From an optimization exercise on the open Yosys and OpenROAD flow, aimed at small area; shortcuts taken in it are not production practice.
Function was checked by simulation only, so behaviour that the tests miss may differ from the original.
Power figures rest on the tool's default switching activity, not on a simulated workload.

## angers_ctrl
module angers_ctrl (
    input  wire        clk,
    input  wire        rst,
    input  wire        cmd_valid,
    input  wire [31:0] cmd,
    output wire        cmd_ready,
    output wire        busy,
    output wire [31:0] result,
    output wire        ser_tx,
    input  wire        ser_rx,
    output wire        pot_dq,
    output wire [1:0]  pot_clk,
    output wire [1:0]  pot_rst,
    output wire        adc_en_o,
    output wire [3:0]  adc_mux,
    output wire        adc_start,
    input  wire        adc_done,
    input  wire [9:0]  adc_value,
    input  wire [3:0]  btn,
    input  wire        tach,
    output wire        fan_pwm
);
clock: 1000.0 ns
lec_check: 0
abc_area: 1
cap_margin: 20
core_margin: 2
core_utilization: 40
cts_buf_list: sky130_fd_sc_hd__clkbuf_4
cts_cluster_diameter: 60
cts_cluster_size: 8
slew_margin: 20
standard.sh (not shown) runs the stock make flow with config.mk's settings and CLKGATE_MAP_FILE= SYNTH_SCRIPT=/design/flow/synth_recipe.tcl, a recipe that flattens the netlist after the stock synthesis.
==> flow/flow/run.sh <==
#!/bin/bash
# Own layout flow: the standard flow, with two changes.
#  1. Synthesis is the standard synthesis, except that ABC maps the logic
#     with an area script (flow/abc_area.script) that does no buffering or
#     sizing; the registers are untouched.
#  2. Port buffers are the smallest buffer, sky130_fd_sc_hd__buf_1.
# Each tool's output goes to a log file of its own in this folder.
set -euo pipefail
W=$(pwd)
rm -rf "$W/flow_scripts"
cp -r "$FLOW_HOME/scripts" "$W/flow_scripts"
cp "$W/flow/abc_area.script" "$W/flow_scripts/abc_area.script"
SCRIPTS_DIR="$W/flow_scripts" bash "$W/standard.sh" synth > "$W/synth.log" 2>&1
BUFFER_PORTS_ARGS="-buffer_cell sky130_fd_sc_hd__buf_1" bash "$W/standard.sh" > "$W/layout.log" 2>&1
==> flow/flow/abc_area.script <==
strash
&get -n
&dch -f
&nf -a -R 1000
&put
mfs2
strash
&get -n
&dch -f
&nf -a -R 1000
&put
topo
Edit:
- CAP_MARGIN: 20 -> 0
- CTS_BUF_LIST: sky130_fd_sc_hd__clkbuf_4 -> sky130_fd_sc_hd__clkbuf_8
- CTS_CLUSTER_DIAMETER: 60 -> 80
- CTS_CLUSTER_SIZE: 8 -> 16
- SLEW_MARGIN: 20 -> 0
The changed run finished with timing, DRC and antenna clean. Routed wire length goes down slightly. Register-to-register slack loses 0.21 ns. Global-route usage is lower by 0.28 points. Area after synthesis stays the same. Sequential share of layout area goes up by 0.38 points.
Edit:
- CAP_MARGIN: 0 -> 20
- CTS_CLUSTER_DIAMETER: 80 -> 60
- CTS_CLUSTER_SIZE: 16 -> 14
- SLEW_MARGIN: 0 -> 20
After rerunning: Hold slack stays flat; wire length is about the same; sequential cell count does not change; worst setup slack improves by 0.052 ns.
Edit:
- CTS_CLUSTER_DIAMETER: 60 -> 80
- CTS_CLUSTER_SIZE: 14 -> 16
Via count went down slightly.
Cell area went down slightly.
Clock power went down by roughly a tenth.
Routed wire length barely changes.
Core utilization went down by 0.46 points.
Worst setup slack got worse by 0.014 ns.
Total power went down by a few percent.
Worst hold slack improved by 0.0031 ns.

---

== run A ==
Another version of the RTL of angers_ctrl (not shown whole).
Size: ~1900 cells after synthesis, ~99 I/O pins.
==> flow/config.mk <==
export PLATFORM = sky130hd
export DESIGN_NAME = angers_ctrl
export DESIGN_NICKNAME = angers_ctrl
export VERILOG_FILES = /design/flow/design.v
export SDC_FILE = /design/flow/constraint.sdc
export NUM_CORES = 4
export LEC_CHECK = 0
export ABC_AREA = 1
export CAP_MARGIN = 20
export CORE_MARGIN = 2
export CORE_UTILIZATION = 40
export CTS_BUF_LIST = sky130_fd_sc_hd__clkbuf_16
export CTS_CLUSTER_DIAMETER = 80
export CTS_CLUSTER_SIZE = 28
export SLEW_MARGIN = 20
==> flow/constraint.sdc <==
create_clock -name core_clock -period 1000.0 [get_ports {clk}]
set_input_delay 200.0000 -clock core_clock [delete_from_list [all_inputs] [get_ports {clk}]]
set_output_delay 200.0000 -clock core_clock [all_outputs]
set_load 0.01 [all_outputs]
==> flow/flow/abc_area.script <==
strash
dch
map -a
mfs2
strash
dch
map -a
topo
Scripts as last shown in full above: flow/flow/run.sh
--- input diff run A..run B ---
- CTS_CLUSTER_SIZE now 18, was 28
- CTS_BUF_LIST now sky130_fd_sc_hd__clkbuf_8, was sky130_fd_sc_hd__clkbuf_16
==> flow/run.sh (new file) <==
#!/bin/bash
# synth_recipe.tcl (not shown) runs the flow's synth.tcl, then flattens the netlist and writes it again
# the make line also repeats each setting of config.mk as NAME=value (left out here)
make -C /OpenROAD-flow-scripts/flow DESIGN_CONFIG=/design/flow/config.mk WORK_HOME=/design/flow/orfs CLKGATE_MAP_FILE= SYNTH_SCRIPT=/design/flow/synth_recipe.tcl finish
removed: flow/flow/run.sh
removed: flow/flow/abc_area.script
removed: flow/standard.sh
Notes after the runs:
Worst-case setup margin in the final layout (lower): run A
Looking only at maximum number of pins on one net before global-route repair, and setting everything else aside, the higher value of run B and run A goes to run A.
Run A → run B: power after layout went down by 4.4%, cell leakage power went up by 0.89 nW, time the final worst path needs with I/O delays and setup went down by 0.62 ns.
The cell with the largest stage delay on the worst path comes out clkdlybuf4s50_1 in one run and o21ai_0 in the other, namely in run B and run A respectively.
The run showing the greater share of final layout cell area taken by non-clock buffers is run B.
Edits applied to the flow inputs when going from run B to run C:
- CTS_BUF_LIST: sky130_fd_sc_hd__clkbuf_8 -> sky130_fd_sc_hd__clkbuf_16
- CTS_CLUSTER_SIZE: 18 -> 28
--- outcome ---
Compare run C and run B | time the final worst path needs with I/O delays and setup lower: run C
| fraction of area in non-clock buffers | run B vs run C | ≈ equal |
The data arrival time of the critical path number comes out higher for run C vs run B.
Sequential share of layout area, run C and run B: lower on run C
Min setup slack of the worst register-to-register path across run C and run B: run C
Lower met3 track demand over resource in global routing was reported by run C, not run B.
Routed wire length: run B vs run C, no meaningful difference
The routed length per placed instance was comparable across run C and run B.

[what the ideal ports hide]
How much do the figures lean on ideal ports? The routed layouts below were timed once more, with nothing changed but the port constraints. Step 1: set_driving_cell puts a clkbuf_16 on clk and a buf_2 on each other input, an assumption about the parent block. Step 2 also shifts input and output timing later by t, the mid clock arrival at the registers, as if the neighbouring blocks saw the same clock. Slacks: ideal / step 1 / step 2; pairs: ideal / step 1.
run | t (ns) | slack for setup (ns) | worst hold slack (ns) | worst setup path after step 2 | latest minus earliest clock arrival (ns)
the first run of note 1 | 0.762 | 797.204 / 797.229 / 796.467 | 0.304 / 0.304 / 0.304 | input to register | 0.070 / 0.070
the second run of note 1 | 0.631 | 797.106 / 797.136 / 796.505 | 0.328 / 0.328 / 0.328 | input to register | 0.026 / 0.027
the third run of note 1 | 0.637 | 797.159 / 797.185 / 796.549 | 0.325 / 0.325 / 0.325 | input to register | 0.025 / 0.025
the fourth run of note 1 | 0.632 | 797.144 / 797.173 / 796.541 | 0.329 / 0.329 / 0.329 | input to register | 0.030 / 0.030
run A | 0.616 | 796.378 / 796.396 / 795.780 | 0.319 / 0.319 / 0.319 | input to register | 0.036 / 0.036
run B | 0.693 | 796.996 / 796.948 / 796.423 | 0.325 / 0.325 / 0.325 | input to register | 0.018 / 0.018
run C | 0.617 | 797.016 / 797.048 / 796.430 | 0.325 / 0.325 / 0.325 | input to register | 0.027 / 0.027
After both steps setup and hold are still met in every run listed. The setup slack of the first run of note 1, which loses most, moves by +0.025 ns with the drivers and by -0.737 ns with both steps.
